This is an optimization exercise on Yosys and OpenROAD, whose aim is small area, a short achievable clock period and few clock cycles per item, not a production implementation. Function not checked in this run: the RTL went through the layout flow alone. Power is estimated from default activity; no workload was simulated.

`design/flow/config.mk`:
```
export PLATFORM = sky130hd
export DESIGN_NAME = xb64_engine
export DESIGN_NICKNAME = xb64_engine
export VERILOG_FILES = /design/flow/design.v
export SDC_FILE = /design/flow/constraint.sdc
export NUM_CORES = 4
export LEC_CHECK = 0
export CAP_MARGIN = 20
export CORE_MARGIN = 2
export CORE_UTILIZATION = 40
export CTS_BUF_LIST = sky130_fd_sc_hd__clkbuf_16
export CTS_CLUSTER_DIAMETER = 80
export CTS_CLUSTER_SIZE = 30
export SLEW_MARGIN = 20
```
`design/flow/constraint.sdc`:
```
create_clock -name core_clock -period 10.0 [get_ports {clk}]
set_input_delay 2.0000 -clock core_clock [delete_from_list [all_inputs] [get_ports {clk}]]
set_output_delay 2.0000 -clock core_clock [all_outputs]
set_load 0.01 [all_outputs]
```
`design/flow/design.v`:
```
module xb64_engine (
    input  wire        clk,
    input  wire        rst,
    input  wire        cmd_valid,
    output wire        cmd_ready,
    input  wire [2:0]  cmd_op,
    input  wire [4:0]  cmd_klen,
    input  wire [7:0]  cmd_tlen,
    input  wire        in_valid,
    output wire        in_ready,
    input  wire [7:0]  in_data,
    output wire        out_valid,
    input  wire        out_ready,
    output wire [7:0]  out_data,
    output wire        done,
    output wire [2:0]  err_code,
    output wire [15:0] err_info
);
    localparam [7:0] PAD = 8'h3d;    
    function [7:0] b64_sym(input [5:0] v);
        case (v)
        6'd0: b64_sym = 8'h41;
        6'd1: b64_sym = 8'h42;
        6'd2: b64_sym = 8'h43;
        6'd3: b64_sym = 8'h44;
        6'd4: b64_sym = 8'h45;
        6'd5: b64_sym = 8'h46;
        6'd6: b64_sym = 8'h47;
        6'd7: b64_sym = 8'h48;
        6'd8: b64_sym = 8'h49;
        6'd9: b64_sym = 8'h4a;
        6'd10: b64_sym = 8'h4b;
        6'd11: b64_sym = 8'h4c;
        6'd12: b64_sym = 8'h4d;
        6'd13: b64_sym = 8'h4e;
        6'd14: b64_sym = 8'h4f;
        6'd15: b64_sym = 8'h50;
        6'd16: b64_sym = 8'h51;
        6'd17: b64_sym = 8'h52;
        6'd18: b64_sym = 8'h53;
        6'd19: b64_sym = 8'h54;
        6'd20: b64_sym = 8'h55;
        6'd21: b64_sym = 8'h56;
        6'd22: b64_sym = 8'h57;
        6'd23: b64_sym = 8'h58;
        6'd24: b64_sym = 8'h59;
        6'd25: b64_sym = 8'h5a;
        6'd26: b64_sym = 8'h61;
        6'd27: b64_sym = 8'h62;
        6'd28: b64_sym = 8'h63;
        6'd29: b64_sym = 8'h64;
        6'd30: b64_sym = 8'h65;
        6'd31: b64_sym = 8'h66;
        6'd32: b64_sym = 8'h67;
        6'd33: b64_sym = 8'h68;
        6'd34: b64_sym = 8'h69;
        6'd35: b64_sym = 8'h6a;
        6'd36: b64_sym = 8'h6b;
        6'd37: b64_sym = 8'h6c;
        6'd38: b64_sym = 8'h6d;
        6'd39: b64_sym = 8'h6e;
        6'd40: b64_sym = 8'h6f;
        6'd41: b64_sym = 8'h70;
        6'd42: b64_sym = 8'h71;
        6'd43: b64_sym = 8'h72;
        6'd44: b64_sym = 8'h73;
        6'd45: b64_sym = 8'h74;
        6'd46: b64_sym = 8'h75;
        6'd47: b64_sym = 8'h76;
        6'd48: b64_sym = 8'h77;
        6'd49: b64_sym = 8'h78;
        6'd50: b64_sym = 8'h79;
        6'd51: b64_sym = 8'h7a;
        6'd52: b64_sym = 8'h30;
        6'd53: b64_sym = 8'h31;
        6'd54: b64_sym = 8'h32;
        6'd55: b64_sym = 8'h33;
        6'd56: b64_sym = 8'h34;
        6'd57: b64_sym = 8'h35;
        6'd58: b64_sym = 8'h36;
        6'd59: b64_sym = 8'h37;
        6'd60: b64_sym = 8'h38;
        6'd61: b64_sym = 8'h39;
        6'd62: b64_sym = 8'h2b;
        6'd63: b64_sym = 8'h2f;
        default: b64_sym = 8'h2f;
        endcase
    endfunction
    function [6:0] b64_dec(input [7:0] b);
        if (b >= 8'h41 && b <= 8'h5a)      b64_dec = {1'b1, b[5:0] - 6'd1};    
        else if (b >= 8'h61 && b <= 8'h7a) b64_dec = {1'b1, b[5:0] - 6'd7};    
        else if (b >= 8'h30 && b <= 8'h39) b64_dec = {1'b1, b[5:0] + 6'd4};    
        else if (b == 8'h2b)               b64_dec = {1'b1, 6'd62};
        else if (b == 8'h2f)               b64_dec = {1'b1, 6'd63};
        else                               b64_dec = 7'd0;
    endfunction
    reg         idle;        
    reg         pkey, ptxt;  
    reg [2:0]   op;
    reg         m_key;       
    reg         m_enc;       
    reg         m_dec;       
    reg         m_sil;       
    reg         f_ekey;      
    reg         f_elen;      
    reg [7:0]   rem;         
    reg         tdone;       
    reg         tlast;       
    reg [7:0]   tcnt;        
    reg [247:0] ring;        
    reg [7:0]   kreg;        
    reg [4:0]   q;           
    reg         qz;          
    reg [4:0]   c;           
    reg [4:0]   km1;         
    reg [4:0]   p0;          
    reg         kfirst;      
    reg [7:0]   a;           
    reg         av;
    reg         ir;          
    reg [7:0]   o, s;        
    reg         ov, sv;
    reg [1:0]   gp;          
    reg         padm;        
    reg         etl;         
    reg [23:0]  g;           
    reg         em;          
    reg         dtl;         
    reg [1:0]   e;           
    reg [1:0]   elast;       
    reg         dead;        
    reg         prevpad;     
    reg [1:0]   pcnt;        
    reg [7:0]   r;           
    reg [2:0]   code_r;
    reg [15:0]  info_r;
    reg         dpend;       
    reg         done_r;
    assign cmd_ready = idle;
    assign in_ready  = ir;
    assign out_valid = ov;
    assign out_data  = o;
    assign done      = done_r;
    assign err_code  = code_r;
    assign err_info  = info_r;
    wire cmd_fire = cmd_valid && idle;
    wire c_bad  = cmd_op[2] && (cmd_op[1] || cmd_op[0]);
    wire c_xk   = (cmd_op == 3'd0) || (cmd_op == 3'd1) || (cmd_op == 3'd4);
    wire c_ekey = c_xk && (cmd_klen == 5'd0);
    wire c_elen = (cmd_op == 3'd1 || cmd_op == 3'd3) && (cmd_tlen[1:0] != 2'd0);
    wire c_sil  = c_bad || c_ekey || c_elen;
    wire c_key  = c_xk && !c_ekey;
    wire [7:0] kring = ring[{q, 3'b000} +: 8];
    wire klast = (c == 5'd0);
    wire [4:0] q_dec = (q == 5'd0) ? 5'd30 : q - 5'd1;
    wire [4:0] p0_dec = (p0 == 5'd0) ? 5'd30 : p0 - 5'd1;
    wire cons_key = pkey && av && (kfirst || qz);
    wire run   = ptxt && !dpend && !sv;
    wire ehold = (gp == 2'd3) && !padm;      
    wire [6:0] dcl    = b64_dec(a);
    wire       d_pad  = (a == PAD);
    wire       d_sym  = dcl[6];
    wire [5:0] d_idx  = dcl[5:0];
    wire       fg     = (rem[7:3] == 5'd0) && (!rem[2] || rem[1:0] == 2'd0);
    wire       d_late = fg && tcnt[1];                
    wire       bad_prev = tlast && prevpad && !d_pad;  
    wire       bad_here = (!d_sym && !d_pad) || (d_pad && !d_late);
    wire       bad_now  = bad_prev || bad_here;
    wire [7:0] x = a ^ kreg;
    reg  [5:0] esym;
    always @(*) begin
        case (gp)
        2'd0: esym = x[7:2];
        2'd1: esym = etl ? {g[1:0], 4'd0} : {g[1:0], x[7:4]};
        2'd2: esym = etl ? {g[3:0], 2'd0} : {g[3:0], x[7:6]};
        default: esym = g[5:0];
        endcase
    end
    wire [7:0] ency = (etl && padm) ? PAD : b64_sym(esym);
    reg [7:0] gsel;
    always @(*) begin
        case (e)
        2'd0: gsel = g[23:16];
        2'd1: gsel = g[21:14];
        default: gsel = g[19:12];
        endcase
    end
    wire [7:0] y = em ? gsel : (etl || m_enc) ? ency : x;
    wire avt = av && !tdone;                  
    wire s_sil = run && m_sil;
    wire s_enc = run && m_enc;
    wire s_dec = run && m_dec;
    wire s_xs  = run && !m_sil && !m_enc && !m_dec;
    wire t_enc  = etl && !sv;
    wire e_hsym = (s_enc || t_enc) && ehold;           
    wire e_cons = s_enc && !ehold && avt;
    wire e_tail = t_enc && !ehold;                     
    wire intake = s_dec && avt;
    wire emit   = em && ((dtl && !sv) || intake);
    wire xs_go  = s_xs && avt;
    wire cons = (s_sil && avt) || xs_go || e_cons || intake;
    wire pv   = xs_go || e_hsym || e_cons || e_tail || emit;
    wire dbyte = intake && tcnt[1:0] != 2'd0;          
    wire kadv = m_key && (xs_go || e_cons || dbyte);
    function fin_of(input ph, input dp, input spare, input sil, input td,
                    input tl, input avl, input hold);
        fin_of = ph && !dp && !spare && (td || (!sil && tl && avl && !hold));
    endfunction
    wire fin = fin_of(ptxt, dpend, sv, m_sil, tdone, tlast, av, ehold);
    reg [5:0] dmask;
    always @(*) begin
        case (tcnt[1:0])
        2'd0: dmask = kreg[7:2];
        2'd1: dmask = {kreg[1:0], kring[7:4]};
        2'd2: dmask = {kreg[3:0], kring[7:6]};
        default: dmask = kreg[5:0];
        endcase
        if (!m_key) dmask = 6'd0;
    end
    wire dead_n  = dead || (intake && bad_now);
    wire gdone   = intake && tcnt[1:0] == 2'd3 && !dead && !bad_now;
    wire [1:0] pcnt_i = !d_pad ? 2'd0 : (pcnt == 2'd3) ? 2'd3 : pcnt + 2'd1;
    wire in_fire = in_valid && ir;
    wire ofree   = !ov || out_ready;
    wire em_n    = gdone || (em && !(emit && e == elast));
    reg [1:0] gp_n;
    reg       padm_n;
    always @(*) begin
        gp_n = gp; padm_n = padm;
        if (e_hsym) begin
            gp_n = 2'd0;
        end else if (e_cons) begin
            gp_n = gp + 2'd1;
        end else if (e_tail) begin
            gp_n = gp + 2'd1;
            padm_n = !(padm && gp == 2'd3);
        end
    end
    wire etl_n   = (e_cons && tlast) || (etl && !((e_hsym || e_tail) && gp == 2'd3));
    wire ehold_n = (gp_n == 2'd3) && !padm_n;
    wire dgo     = dpend && !sv && ofree && !etl && !em;
    wire av_n     = in_fire || (av && !cons && !cons_key);
    wire sv_n     = sv ? !out_ready : (pv && !ofree);
    wire dpend_n  = fin || (dpend && !dgo);
    wire pkey_n   = idle ? cmd_fire && c_key : (pkey && !(cons_key && klast));
    wire ptxt_n   = idle ? cmd_fire && !c_key : ((ptxt && !fin) || (cons_key && klast));
    wire kfirst_n = idle || (kfirst && !cons_key);
    wire qz_n     = cons_key ? !klast : (q == 5'd1);
    wire klast_n  = idle ? (cmd_klen == 5'd1) : cons_key ? (c == 5'd1) : klast;
    wire tdone_n  = idle ? (c_bad || cmd_tlen == 8'd0) :
                    cons ? tlast : tdone;
    wire tlast_n  = idle ? (!c_bad && cmd_tlen == 8'd1) :
                    cons ? (rem == 8'd2) : tlast;
    wire m_sil_n  = idle ? c_sil : m_sil;
    wire fin_n = fin_of(ptxt_n, dpend_n, sv_n, m_sil_n, tdone_n, tlast_n, av_n, ehold_n);
    wire ir_n = (pkey_n && (!av_n || ((kfirst_n || qz_n) && (!klast_n || !tdone_n)))) ||
                (ptxt_n && !tdone_n &&
                 (!av_n || (!dpend_n && !sv_n && !ehold_n && !tlast_n)));
    always @(posedge clk)
        ring <= {cons_key ? a : ring[7:0], ring[247:8]};
    always @(posedge clk) begin
        if (rst) begin
            idle   <= 1'b1;
            pkey   <= 1'b0;
            ptxt   <= 1'b0;
            av     <= 1'b0;
            ir     <= 1'b0;
            ov     <= 1'b0;
            sv     <= 1'b0;
            dpend  <= 1'b0;
            done_r <= 1'b0;
            em     <= 1'b0;
            dtl    <= 1'b0;
            gp     <= 2'd0;
            padm   <= 1'b0;
            etl    <= 1'b0;
        end else begin
            idle   <= (!pkey_n && !ptxt_n) || fin_n;
            pkey   <= pkey_n;
            ptxt   <= ptxt_n;
            av     <= av_n;
            ir     <= ir_n;
            sv     <= sv_n;
            dpend  <= dpend_n;
            done_r <= dgo;
            gp     <= gp_n;
            padm   <= padm_n;
            etl    <= etl_n;
            em     <= em_n;
            if (gdone) dtl <= tlast;
            if (pv && ofree) ov <= 1'b1;
            else if (!sv && out_ready) ov <= 1'b0;
        end
    end
    always @(posedge clk) begin
        kfirst <= kfirst_n;
        qz     <= qz_n;
        tdone  <= tdone_n;
        tlast  <= tlast_n;
        if (in_fire) a <= in_data;
        if (sv) begin
            if (out_ready) o <= s;
        end else if (pv) begin
            if (ofree) o <= y;
            else       s <= y;
        end
        p0 <= (cons_key && kfirst) ? 5'd30 : p0_dec;
        if (cons_key) begin
            if (kfirst) kreg <= a;
            if (klast) begin
                c <= (km1 == 5'd0) ? 5'd0 : km1 - 5'd1;
                q <= (km1 == 5'd0) ? (kfirst ? 5'd30 : p0_dec) : p0;
            end else begin
                c <= c - 5'd1;
                q <= 5'd0;
            end
        end else if (kadv) begin
            kreg <= kring;
            if (klast) begin
                c <= km1;
                q <= p0_dec;
            end else begin
                c <= c - 5'd1;
            end
        end else begin
            q <= q_dec;
        end
        if (cons) begin
            tcnt <= tcnt + 8'd1;
            rem  <= rem - 8'd1;
        end
        if (e_cons) g[5:0] <= x[5:0];
        if (intake) begin
            g <= {g[17:0], d_idx ^ dmask};
        end else if (emit) begin
            g <= {g[17:0], 6'd0};
        end
        if (emit) e <= e + 2'd1;
        if (gdone) begin
            e     <= 2'd0;
            elast <= !(tlast && d_pad) ? 2'd2 : prevpad ? 2'd0 : 2'd1;
        end
        if (intake) begin
            prevpad <= d_pad;
            pcnt    <= pcnt_i;
            if (d_pad && !prevpad) r <= tcnt;
            if (!dead && bad_now) begin
                dead   <= 1'b1;
                code_r <= 3'd2;
                info_r <= bad_prev ? {tcnt[7:2], 2'b10, PAD} : {tcnt, a};
            end
        end
        if (fin) begin
            if (op[2] && op[1:0] != 2'd0) begin
                code_r <= 3'd5;
                info_r <= {13'd0, op};
            end else if (f_ekey) begin
                code_r <= 3'd3;
                info_r <= 16'd3;
            end else if (f_elen) begin
                code_r <= 3'd2;
                info_r <= {tcnt, 8'h00};
            end else if (m_dec && (intake ? pcnt_i : pcnt) == 2'd3) begin
                code_r <= 3'd2;
                info_r <= {r, PAD};
            end else if (!(m_dec && dead_n)) begin
                code_r <= 3'd0;
                info_r <= 16'd0;
            end
        end
        if (idle) begin
            op      <= cmd_op;
            m_key   <= c_key;
            m_enc   <= !c_sil && (cmd_op == 3'd0 || cmd_op == 3'd2);
            m_dec   <= !c_sil && (cmd_op == 3'd1 || cmd_op == 3'd3);
            m_sil   <= c_sil;
            f_ekey  <= c_ekey;
            f_elen  <= c_elen;
            km1     <= cmd_klen - 5'd1;
            c       <= cmd_klen - 5'd1;
            kreg    <= 8'h00;
            rem     <= c_bad ? 8'd0 : cmd_tlen;
            tcnt    <= 8'd0;
            dead    <= 1'b0;
            prevpad <= 1'b0;
            pcnt    <= 2'd0;
        end
    end
endmodule
```
`design/flow/flow/run.sh`:
```
#!/bin/bash
# The standard layout, with plain buffers on the ports (instead of the
# delay-cell buffers the resizer picks by default) and repair_timing aiming
# for extra setup slack.  Each tool's output goes to the ORFS logs; make's
# own output goes to standard.log here.
set -euo pipefail
export BUFFER_PORTS_ARGS="-buffer_cell sky130_fd_sc_hd__buf_2"
export SETUP_SLACK_MARGIN=7.0
bash standard.sh > standard.log 2>&1
```
`design/flow/standard.sh`:
```
#!/bin/bash
# synth_recipe.tcl (not shown) runs the flow's synth.tcl, then flattens the netlist and writes it again
# the make line also repeats each setting of config.mk as NAME=value (left out here)
make -C /OpenROAD-flow-scripts/flow DESIGN_CONFIG=/design/flow/config.mk WORK_HOME=/design/flow/orfs CLKGATE_MAP_FILE= SYNTH_SCRIPT=/design/flow/synth_recipe.tcl "${@:-finish}"
```
==> notes.md <==
-- kinds of logic after synthesis --
family / after synthesis / synth area share [%]
mux: 117 / 11.79
buf+inv: 124 / 3.486
flops: 403 / 55.34
fa+ha+maj: 37 / 2.860
compound gates: 297 / 12.66
xor+xnor: 38 / 2.056
simple gates: 392 / 11.81
-- sequential cells by signal (all words and copies together) (netlist names), 8 cells and up --
signal and cells:
ring 248, g 24, info_r 16, a 8, kreg 8, o 8, r 8, rem 8
s 8, tcnt 8
-- power by group --
part | internal (µW) | switching [µW] | total (µW)
clock | 371 | 533 | 904
sequential | 1770 | 87.2 | 1860
combinational | 457 | 565 | 1020
total | 2600 | 1180 | 3780
-- worst max-delay path, stage by stage, from the launching register on --
cell and delay, ns:
dfxtp_4 0.36, buf_12 0.12, buf_6 0.11
-- metal layers --
layer	part of all wire [%]	wire length (µm)	vias to the layer above	GRT usage, %
li1	-	-	5302	-
met1	48	17980	5530	26.29
met2	45	16850	315	27.16
met3	4.7	1767	51	2.360
met4	2.6	982	0	5.164
met5	0	0	-	0
-- Yosys cell counts (6+ instances only) --
cell type / number
nand2_1: 126
clkbuf_1: 43
a211oi_1: 10
o31ai_1: 13
inv_1: 49
buf_4: 8
mux4_2: 53
a31oi_1: 10
edfxtp_1: 89
o22ai_1: 22
a21oi_1: 62
ha_1: 37
and3_1: 13
nor2_1: 87
nand2b_1: 18
xnor2_1: 19
nor4_1: 6
dfxtp_1: 314
buf_2: 12
a21o_1: 9
nand4_1: 8
o21a_1: 8
mux2_2: 10
a22oi_1: 16
nor3_1: 37
and2_1: 9
nand3_1: 34
xor2_1: 19
nor3b_1: 11
o211ai_1: 19
o21ai_0: 53
mux2i_1: 50
nor2b_1: 14
-- how the worst max path moves through the flow --
stage / start / to / depth (start not counted)
final: idle / cmd_ready / 2
after global routing: idle / cmd_ready / 2
after floorplan: cmd_tlen[3] / ir / 7
after detailed placement: q[0] / g[0] / 8
after CTS: idle / cmd_ready / 2
after global placement: q[0] / g[0] / 8
-- what timing repair did --
item | 4_1_cts | 5_1_grt
pin swaps | 0 | 6
setup endpoints to repair | 93 | 81
cloned | 3 | 0
resized for setup | 66 | 31
endpoints found under the hold margin | 0 | 0
buffers inserted | 22 | 18
-- layout by cell type, fill, tap and decap left out, types with 6 or more instances in the layout --
cell type / synthesis / routed
o22ai_1: 22 / 21
inv_1: 49 / 47
nand4_1: 8 / 8
and2_1: 9 / 9
mux4_2: 53 / 53
nor2b_1: 14 / 13
nand2_1: 126 / 124
ha_1: 37 / 33
clkbuf_16: 0 / 19
nor2_1: 87 / 84
nand2b_1: 18 / 18
a211oi_1: 10 / 8
and3_1: 13 / 11
xnor2_1: 19 / 18
a21o_1: 9 / 8
a21oi_1: 62 / 60
nor3_1: 37 / 36
edfxtp_1: 89 / 89
a22oi_1: 16 / 16
nor3b_1: 11 / 11
mux2_2: 10 / 10
buf_4: 8 / 45
o31ai_1: 13 / 13
o21ai_0: 53 / 50
o211ai_1: 19 / 19
mux2i_1: 50 / 50
dfxtp_1: 314 / 290
xor2_1: 19 / 17
buf_6: 5 / 23
buf_2: 12 / 37
inv_2: 4 / 6
nand3_1: 34 / 32
a31oi_1: 10 / 10
dfxtp_2: 0 / 21
-- stage by stage --
step                std cells  util (%)  setup WS [ns]  instance area [µm²]  hold slack (ns)
floorplan                1408         -          6.973                16250           0.3229
detailed placement       1930     42.46          6.045                16910           0.3325
global route             2003     45.87          6.862                18270           0.3523
finish                   2004     45.88          6.889                18270           0.3427
CTS                      1985     45.20          6.868                18000           0.3455
global placement         1930     42.46          6.079                16910           0.3279
-- area by class of cell --
| type | count | share of cell area, % |
|---|---|---|
| antenna | 1 | 0.01370 |
| clock inverter | 11 | 0.5821 |
| tap | 525 | 3.595 |
| timing repair buffer | 111 | 5.143 |
| multi-input combinational | 881 | 37.68 |
| inverter | 53 | 1.144 |
| clock buffer | 19 | 2.602 |
| sequential | 403 | 49.24 |
==> impl_metrics.toml <==
[cts]
tritoncts = "built"
clkLatencyLatePin_ns = 0.54
cts_hold_buf = 0
path_clk_slew_ns = 0.11
cts_made_buffers = 19
clock_sinks = 403
clockBufferDepth = 3
htreeDepth = 1
clockRootBuffer = "clkbuf_16"

[power]
powerDensity_nw_per_um2 = 207.2
power_uw = 3785
p_leak_uw = 0.006880
irDropWorstVdd_mv = 0.1421

[worst_setup_path]
timing.rr.start = "q[1]"
cp-end-kind = "output port"
rrSetupSlack_ns = 6.98
critPathRequiredTime_ns = 8.00
cp_max_fo = 2
r2r-end = "g[0]"
cp.arrival_ns = 1.11
startpoint_type = "flip-flop"
reg2reg_depth = 9
criticalPathCategory = "flip-flop to output port"

[timing]
finalCriticalPeriod_ns = 3.111
setup_viol_count_final = 0
max_slew_margin_pct = 46.44
fmax_mhz = 321.5
fin_crit_sh_pct = 31.11
hold_viol_final = 0
drv_slew = 0
tns_ns = 0
finClkSkew_ns = 0.02298
worstMarginPinSlew_ns = 0.7996
rsz0062_at_grt = "true"

[synthesis]
synthFlopType = "dfxtp_1"
synth_top_area_cell = "dfxtp_1"
ys_seq_elements = 403
synth_cells = 1408
synth_warnings = 1
synthesis.area_um2 = 16190
synthTopCellsByArea = "dfxtp_1, edfxtp_1, mux4_2"
syn_area_per_cell_um2 = 11.50
synth_cell_types = 89
synth_edf_count = 89
yosysSeqAreaShare_pct = 55.34
yosysTopAreaCellShare_pct = 38.83
synth-async-reset-ratio_pct = 0
synth_fp_nets = 1474

[route]
drtPass1Iterations = 6
wire_per_inst_um = 18.75
wirelength_um = 37580
drt_iter0_markers = 797
avgViaCountPerCell = 5.588
detailroute.via_count = 11200
antenna_left = 0
drc = 0

[floorplanning]
initial_core_util_pct = 40.65
rows = 73
die_y_um = 205.2
chipWidth_um = 205.2
ios = 60
coreArea_um2 = 39820
fp.dieArea_um2 = 42090

[grt]
antenna_found_initial = 2
grtUsageTotal_pct = 17.77
grt_pass1_vias = 10710
grt_start_max_net_pins = 53
overflow = 0
grt_pass1_wl_um = 59480

[final_layout]
multi_input_area_um2 = 6884
ff_latch_area_um2 = 8996
fillers = 3674
drive_gt1_share_pct = 19.55
areaGrowthSynthToFinish_pct = 12.86
fin_nets = 1535

[flow_run]
drv_cap = 0

[min_path]
hold_end = "ring[210]"
hp-start = "ring[218]"
hold-path-cell-count = 0
min_path_type = "flip-flop to flip-flop"

[placement]
dp_hpwl_um = 25640
gp_congestion = 0.8519
io_buffers = 59

[outcome]
status = "complete, no violations"

afterwards: timing with drivers on the ports:
In the flow no input, the clock included, has a driving cell. The finished layout below was timed again as built, in two steps. Step 1: set_driving_cell puts a clkbuf_16 on clk and a buf_2 on each other input, an assumption about the parent block. Step 2 times the ports against the registers' clock, not the clock port: input delays grow and output delays shrink by t, the midpoint of the rising clock arrivals with the driver on. Slacks: ideal / step 1 / step 2; pairs: ideal / step 1.
t, ns: 0.577
slack for setup (ns): 6.889 / 6.837 / 6.480
hold slack, ns: 0.343 / 0.343 / 0.343
latest minus earliest clock arrival (ns): 0.025 / 0.025
cell pins on the clock port's net: 1
After both steps this run still meets setup and hold. The setup slack of this run moves by -0.052 ns with the drivers and by -0.409 ns with both steps.
